Context: an optimization exercise on an open-source flow, tuned for small area. The choices shown serve that exercise and are no tape-out recipe.
Only simulation tests tie the RTL to the original design; equivalence was not proved.
The clock input has no modelled driver; a real chip could not lean on it and would need a root buffer or a full tree.
Power figures rest on the tool's default switching activity, not on a simulated workload.

Design cpusim_core, start of the top module:
module cpusim_core (
    input  wire        clk,
    input  wire        rst,         
    output wire [15:0] mem_addr,
    output wire        mem_re,
    output wire        mem_we,
    output wire [15:0] mem_wdata,
    input  wire [15:0] mem_rdata
);
    reg  [4:0]  cnt;
    reg         clr;      
    reg  [31:0] a;        
    reg  [15:0] r1, r2, r3, r4, r6, r7;
    reg         c;        
    reg         z;        
    reg         ldf;      
    wire       h1   = cnt[4];
    wire [3:0] b    = cnt[3:0];
    wire       b15  = (b == 4'd15);
    wire [2:0] op   = r1[2:0];
    wire [2:0] t    = r1[8:6];
    wire [2:0] s    = r1[5:3];      
    wire       cp   = (op == 3'b100);
    wire       alu  = (op == 3'b101);
    wire at16  = (cnt == 5'd16);
    wire ldcap = at16 & (op == 3'b001);
    wire [15:0] r1_d = ((cnt == 5'd0) | ldcap) ? mem_rdata : r1;
    wire r1_bit = r1_d[b];
    wire alu_o, alu_co;
    cpusim_alu u_alu (
        .x  (r2[0]),
        .y  (r3[0]),
        .ci (c),
        .zx (r1_d[11]),
        .nx (r1_d[10]),
        .zy (r1_d[9]),
        .ny (r1_d[8]),
        .f  (r1_d[7]),
        .no (r1_d[6]),
        .out(alu_o),
        .co (alu_co)
    );
    wire alu_en = ~h1 & (r1_d[2:0] == 3'b101);
    wire taken  = alu & (r1[13] == z) & (r1[12] == alu_o);
    wire r0_inc = a[16] ^ c;
    reg src;
    always @(*) begin
        case (s)
            3'd0: src = r0_inc;
            3'd1: src = r1_bit;
            3'd2: src = r2[0];
            3'd3: src = r3[0];
            3'd4: src = r4[0];
            3'd5: src = a[0];
            3'd6: src = r6[0];
            default: src = r7[0];
        endcase
    end
  ...
For scale: about 310 cells after synthesis, ~140 flip-flops, roughly 52 I/O pins.
Settings: LEC_CHECK=0, ABC_AREA=1, CAP_MARGIN=20, CORE_MARGIN=2, CORE_UTILIZATION=80, PLACE_DENSITY=0.85, SLEW_MARGIN=20; clock period 10.0 ns.
standard.sh (not shown) runs the stock make flow with config.mk's settings and CLKGATE_MAP_FILE= SYNTH_SCRIPT=/design/flow/synth_recipe.tcl, a recipe that flattens the netlist after the stock synthesis.
==> flow/flow/run.sh <==
#!/bin/bash
# Own layout flow: the standard flow (standard.sh) with
#  - synthesis as standard (same registers, same names), except that adders
#    are left to ABC (no fa/ha cells) and ABC maps for area with amap; the
#    synthesis is run once per flow/abc_*.script and the smallest result
#    (Yosys's chip area) is kept (synth_choice.log)
#  - one buf_1 on every input and output port
#  - a hand-built clock tree (flow/clock_tree.tcl, run as the PRE_CTS hook):
#    clkbuf leaves, each driving a cluster of flip-flops, the smallest tree
#    whose estimated clock-pin slew is at most 110 ps
# Each step's full output stays in orfs/logs; make's output goes to *.log here.
set -euo pipefail
here=$(pwd)
best=""
best_area=""
: > synth_choice.log
for s in "$here"/flow/abc_*.script; do
  name=$(basename "$s" .script)
  rm -rf "$here/orfs" "$here/scripts_area"
  cp -r "$FLOW_HOME/scripts" "$here/scripts_area"
  cp "$s" "$here/scripts_area/abc_area.script"
  SCRIPTS_DIR="$here/scripts_area" bash standard.sh ADDER_MAP_FILE= synth > "synth_$name.log" 2>&1
  area=$(sed -n "s/.*Chip area for module.*: *\([0-9.]*\).*/\1/p" "$here/orfs/reports/sky130hd/cpusim_core/base/synth_stat.txt" | head -1)
  echo "$name $area" >> synth_choice.log
  if [[ -z "$best" ]] || awk -v a="$area" -v b="$best_area" 'BEGIN { exit !(a < b) }'; then
    best="$name"
    best_area="$area"
    rm -rf "$here/orfs_best"
    mv "$here/orfs" "$here/orfs_best"
  fi
done
rm -rf "$here/orfs" "$here/scripts_area"
mv "$here/orfs_best" "$here/orfs"
echo "kept $best $best_area" >> synth_choice.log
export BUFFER_PORTS_ARGS="-buffer_cell sky130_fd_sc_hd__buf_1"
export PRE_CTS_TCL="$here/flow/clock_tree.tcl"
bash standard.sh finish > layout.log 2>&1
==> flow/flow/clock_tree.tcl <==
set ::ct_limit 0.110
set cb4  sky130_fd_sc_hd__clkbuf_4
set cb8  sky130_fd_sc_hd__clkbuf_8
set cb16 sky130_fd_sc_hd__clkbuf_16
# {leaves leaf-cell root-cell}, by area
set ::ct_candidates [list \
  [list 11 $cb4 $cb8] [list 4 $cb16 {}] [list 12 $cb4 $cb8] [list 7 $cb8 $cb8] \
  [list 13 $cb4 $cb8] [list 14 $cb4 $cb8] [list 8 $cb8 $cb8] [list 15 $cb4 $cb8] \
  [list 16 $cb4 $cb8]]
set ::block [ord::get_db_block]
set ::clknet [[$::block findBTerm clk] getNet]
set ::sinks {}
foreach it [$::clknet getITerms] { lappend ::sinks $it }
set ::pts {}
foreach it $::sinks {
  set b [[$it getInst] getBBox]
  lappend ::pts [list [expr {([$b xMin] + [$b xMax]) / 2.0}] [expr {([$b yMin] + [$b yMax]) / 2.0}]]
}

proc ct_clusters {pts n order} {
  # initial centres spread along x, y or a diagonal, by order
  switch $order {
    0 { set keys [lmap p $pts {expr {int([lindex $p 0])}}] }
    1 { set keys [lmap p $pts {expr {int([lindex $p 1])}}] }
    2 { set keys [lmap p $pts {expr {int([lindex $p 0] + [lindex $p 1])}}] }
    default { set keys [lmap p $pts {expr {int([lindex $p 0] - [lindex $p 1])}}] }
  }
  set idx [lsort -integer -indices -increasing $keys]
  set cent {}
  for {set k 0} {$k < $n} {incr k} {
    lappend cent [lindex $pts [lindex $idx [expr {int(($k + 0.5) * [llength $pts] / $n)}]]]
  }
  set cap [expr {int(ceil(double([llength $pts]) / $n))}]
  for {set iter 0} {$iter < 30} {incr iter} {
    set pairs {}
    set i 0
    foreach p $pts {
      for {set k 0} {$k < $n} {incr k} {
        set c [lindex $cent $k]
        lappend pairs [list [expr {abs([lindex $p 0] - [lindex $c 0]) + abs([lindex $p 1] - [lindex $c 1])}] $i $k]
      }
      incr i
    }
    set asg [lrepeat [llength $pts] -1]
    set fill [lrepeat $n 0]
    foreach pr [lsort -real -index 0 $pairs] {
      lassign $pr d i k
      if {[lindex $asg $i] >= 0 || [lindex $fill $k] >= $cap} continue
      lset asg $i $k
      lset fill $k [expr {[lindex $fill $k] + 1}]
    }
    set new {}
    for {set k 0} {$k < $n} {incr k} {
      set sx 0.0; set sy 0.0; set m 0
      foreach p $pts a $asg { if {$a == $k} { set sx [expr {$sx + [lindex $p 0]}]; set sy [expr {$sy + [lindex $p 1]}]; incr m } }
      if {$m} { lappend new [list [expr {$sx / $m}] [expr {$sy / $m}]] } else { lappend new [lindex $cent $k] }
    }
    set cent $new
  }
  return [list $cent $asg]
}

proc ct_place {inst xy} {
  $inst setLocation [expr {int([lindex $xy 0])}] [expr {int([lindex $xy 1])}]
  $inst setPlacementStatus PLACED
}

proc ct_build {n ct_leaf ct_root order} {
  global block clknet sinks pts
  lassign [ct_clusters $pts $n $order] cent asg
  set rnet $clknet
  if {$ct_root ne ""} {
    set rinst [odb::dbInst_create $block [[ord::get_db] findMaster $ct_root] clkbuf_hand_root]
    set rnet [odb::dbNet_create $block clknet_hand_root]
    $rnet setSigType CLOCK
    [$rinst findITerm A] connect $clknet
    [$rinst findITerm X] connect $rnet
    set sx 0.0; set sy 0.0
    foreach c $cent { set sx [expr {$sx + [lindex $c 0]}]; set sy [expr {$sy + [lindex $c 1]}] }
    ct_place $rinst [list [expr {$sx / $n}] [expr {$sy / $n}]]
  }
  set master [[ord::get_db] findMaster $ct_leaf]
  for {set k 0} {$k < $n} {incr k} {
    set inst [odb::dbInst_create $block $master "clkbuf_hand_$k"]
    set net [odb::dbNet_create $block "clknet_hand_$k"]
    $net setSigType CLOCK
    [$inst findITerm A] connect $rnet
    [$inst findITerm X] connect $net
    foreach it $sinks a $asg { if {$a == $k} { $it disconnect; $it connect $net } }
    ct_place $inst [lindex $cent $k]
  }
}

proc ct_unbuild {n ct_root} {
  global block clknet sinks
  foreach it $sinks { $it disconnect; $it connect $clknet }
  for {set k 0} {$k < $n} {incr k} {
    odb::dbInst_destroy [$block findInst "clkbuf_hand_$k"]
    odb::dbNet_destroy [$block findNet "clknet_hand_$k"]
  }
  if {$ct_root ne ""} {
    odb::dbInst_destroy [$block findInst clkbuf_hand_root]
    odb::dbNet_destroy [$block findNet clknet_hand_root]
  }
}

proc ct_worst_slew {} {
  set_propagated_clock [all_clocks]
  estimate_parasitics -placement
  set worst 0.0
  foreach pin [all_registers -clock_pins] {
    foreach e {rise fall} {
      set s [get_property $pin slew_max_$e]
      if {$s > $worst} { set worst $s }
    }
  }
  unset_propagated_clock [all_clocks]
  return $worst
}

proc ct_choose {} {
  set last [lindex $::ct_candidates end]
  foreach cand $::ct_candidates {
    lassign $cand n leaf root
    # four clusterings, seeded along x, y and the two diagonals; keep the best
    set best_w 1e9
    set best_o 0
    for {set o 0} {$o < 4} {incr o} {
      ct_build $n $leaf $root $o
      set w [ct_worst_slew]
      ct_unbuild $n $root
      if {$w < $best_w} { set best_w $w; set best_o $o }
    }
    puts "clock tree: $n $leaf leaves under [expr {$root eq {} ? {the clock port} : $root}], estimated worst clock-pin slew [format %.1f [expr {$best_w * 1000}]] ps"
    if {$best_w <= $::ct_limit || $cand eq $last} break
  }
  ct_build $n $leaf $root $best_o
  puts "clock tree: kept $n $leaf leaves (clustering $best_o)"
}
ct_choose

# the tree is built; make CTS's own command a no-op
rename ::clock_tree_synthesis {}
proc ::clock_tree_synthesis {args} { puts "clock_tree_synthesis skipped: hand-built tree" }
Other scripts of this flow, unchanged in this note and not shown: flow/flow/abc_am5.script, flow/flow/abc_p.script, flow/flow/abc_s14.script, flow/flow/abc_s15.script, flow/flow/abc_s3.script, flow/flow/abc_t2.script
==> next run, changes <==
--- a/flow/flow/run.sh
+++ b/flow/flow/run.sh
@@ -9,3 +9,3 @@
 #    clkbuf leaves, each driving a cluster of flip-flops, the smallest tree
-#    whose estimated clock-pin slew is at most 110 ps
+#    whose estimated clock-pin slew is at most 105 ps
 # Each step's full output stays in orfs/logs; make's output goes to *.log here.
--- a/flow/flow/clock_tree.tcl
+++ b/flow/flow/clock_tree.tcl
@@ -1,2 +1,2 @@
-set ::ct_limit 0.110
+set ::ct_limit 0.105
 set cb4  sky130_fd_sc_hd__clkbuf_4
Result: Cell area hardly moves; total power is lower by 0.73%; worst hold slack got worse by 0.0032 ns.
In every run of this note, the design's own scripts or RTL, not TritonCTS, make the clock network.


Another version of the RTL of cpusim_core (not shown whole).
Size in the first run: about 310 cells after synthesis, about 140 flip-flops, ~52 I/O pins, about 3700 µm² of cells after synthesis.
==> flow/config.mk <==
export PLATFORM = sky130hd
export DESIGN_NAME = cpusim_core
export DESIGN_NICKNAME = cpusim_core
export VERILOG_FILES = /design/flow/design.v
export SDC_FILE = /design/flow/constraint.sdc
export NUM_CORES = 4
export LEC_CHECK = 0
export ABC_AREA = 1
export CAP_MARGIN = 20
export CORE_MARGIN = 2
export CORE_UTILIZATION = 80
export PLACE_DENSITY = 0.92
export SLEW_MARGIN = 20
==> flow/constraint.sdc <==
create_clock -name core_clock -period 10.0 [get_ports {clk}]
set_input_delay 2.0000 -clock core_clock [delete_from_list [all_inputs] [get_ports {clk}]]
set_output_delay 2.0000 -clock core_clock [all_outputs]
set_load 0.01 [all_outputs]
==> flow/flow/run.sh <==
#!/bin/bash
# Own layout flow: the standard flow (standard.sh) with
#  - synthesis as standard (same registers, same names), except that adders
#    are left to ABC (no fa/ha cells) and ABC maps for area with amap; the
#    synthesis is run once per flow/abc_*.script and the smallest result
#    (Yosys's chip area) is kept (synth_choice.log)
#  - one buf_1 on every input and output port
#  - a hand-built clock tree (flow/clock_tree.tcl, run as the PRE_CTS hook):
#    clkbuf leaves, each driving a cluster of flip-flops, the smallest tree
#    whose estimated clock-pin slew is at most 105 ps
# Each step's full output stays in orfs/logs; make's output goes to *.log here.
set -euo pipefail
here=$(pwd)
best=""
best_area=""
: > synth_choice.log
for s in "$here"/flow/abc_*.script; do
  name=$(basename "$s" .script)
  rm -rf "$here/orfs" "$here/scripts_area"
  cp -r "$FLOW_HOME/scripts" "$here/scripts_area"
  cp "$s" "$here/scripts_area/abc_area.script"
  SCRIPTS_DIR="$here/scripts_area" bash standard.sh ADDER_MAP_FILE= synth > "synth_$name.log" 2>&1
  area=$(sed -n "s/.*Chip area for module.*: *\([0-9.]*\).*/\1/p" "$here/orfs/reports/sky130hd/cpusim_core/base/synth_stat.txt" | head -1)
  echo "$name $area" >> synth_choice.log
  if [[ -z "$best" ]] || awk -v a="$area" -v b="$best_area" 'BEGIN { exit !(a < b) }'; then
    best="$name"
    best_area="$area"
    rm -rf "$here/orfs_best"
    mv "$here/orfs" "$here/orfs_best"
  fi
done
rm -rf "$here/orfs" "$here/scripts_area"
mv "$here/orfs_best" "$here/orfs"
echo "kept $best $best_area" >> synth_choice.log
export BUFFER_PORTS_ARGS="-buffer_cell sky130_fd_sc_hd__buf_1"
export PRE_CTS_TCL="$here/flow/clock_tree.tcl"
bash standard.sh finish > layout.log 2>&1
Other scripts of this flow, unchanged in this note and not shown: flow/flow/abc_am5.script, flow/flow/abc_p.script, flow/flow/abc_s14.script, flow/flow/abc_s15.script, flow/flow/abc_s3.script, flow/flow/abc_t2.script, flow/flow/clock_tree.tcl
The starting point finished with timing, DRC and antenna clean.
Change:
PLACE_DENSITY = 0.85   (was 0.92)
Worst setup slack is worse by 0.094 ns.
Power falls slightly.
Clock power falls by a few percent.
Cell count stays the same.
Sequential share of layout area came out lower by 0.13 points.
Change:
CORE_UTILIZATION = 85   (was 80)
=> Hold slack gets better by 0.013 ns. Sequential share of layout area barely changes. Wire length goes up by about 40%. Final area barely changes. Fmax goes up by about 0.56%. Final cell count goes down by about 0.5%. Total power goes up by about 2.6%. Via count goes up by 16%. Global-route usage goes up by 14 points. Die area goes down by about 5.6%.
Change:
CORE_UTILIZATION = 88   (was 85)
PLACE_DENSITY = 0.95   (was 0.85)
Outcome:
- Now the flow ended with an error in clock tree synthesis on DPL-0033
- synthesized cell count is unchanged
- area after synthesis stays the same
Change:
CORE_UTILIZATION = 70   (was 88)
PLACE_DENSITY = 0.75   (was 0.95)
Effect:
- This time the run ran to the end with no violations
- synthesized area is unchanged
- synthesized cell count does not change
The clock cells of the first, second, third and fifth runs of this note come from the design's own scripts or RTL, not from TritonCTS.

re-timing with driven ports:
The flow's constraints put no driver on any port. The routed layouts listed below were extracted and timed again, unchanged, in two steps.
Step 1: set_driving_cell puts a clkbuf_16 on clk and a buf_2 on each other input, an assumption about the parent block.
Step 2 moves the port delays by t, midway between the first and last clock arrival at a register: inputs arrive t later, outputs are due t later. That takes back most of the time a late clock gives input paths.
Three values: ideal ports, drivers, drivers and shift; two values: the first two.
| run | shift t [ns] | slack for setup (ns) | hold slack, ns | worst setup path after step 2 |
|---|---|---|---|---|
| the first run of note 1 | 0.391 | 5.492 / 5.489 / 5.098 | 0.333 / 0.333 / 0.333 | input to register |
| the second run of note 1 | 0.415 | 5.469 / 5.468 / 5.053 | 0.330 / 0.330 / 0.330 | input to register |
| the first run of note 2 | 0.424 | 4.820 / 4.820 / 4.820 | 0.337 / 0.337 / 0.337 | register to register |
| the second run of note 2 | 0.410 | 4.726 / 4.726 / 4.726 | 0.326 / 0.326 / 0.326 | register to register |
| the third run of note 2 | 0.426 | 4.755 / 4.755 / 4.755 | 0.338 / 0.338 / 0.338 | register to register |
| the fifth run of note 2 | 0.422 | 4.874 / 4.874 / 4.874 | 0.300 / 0.300 / 0.300 | register to register |
After both steps every run listed still meets setup and hold. The setup slack of the second run of note 1, which loses most, moves by -0.001 ns with the drivers and by -0.416 ns with both steps.
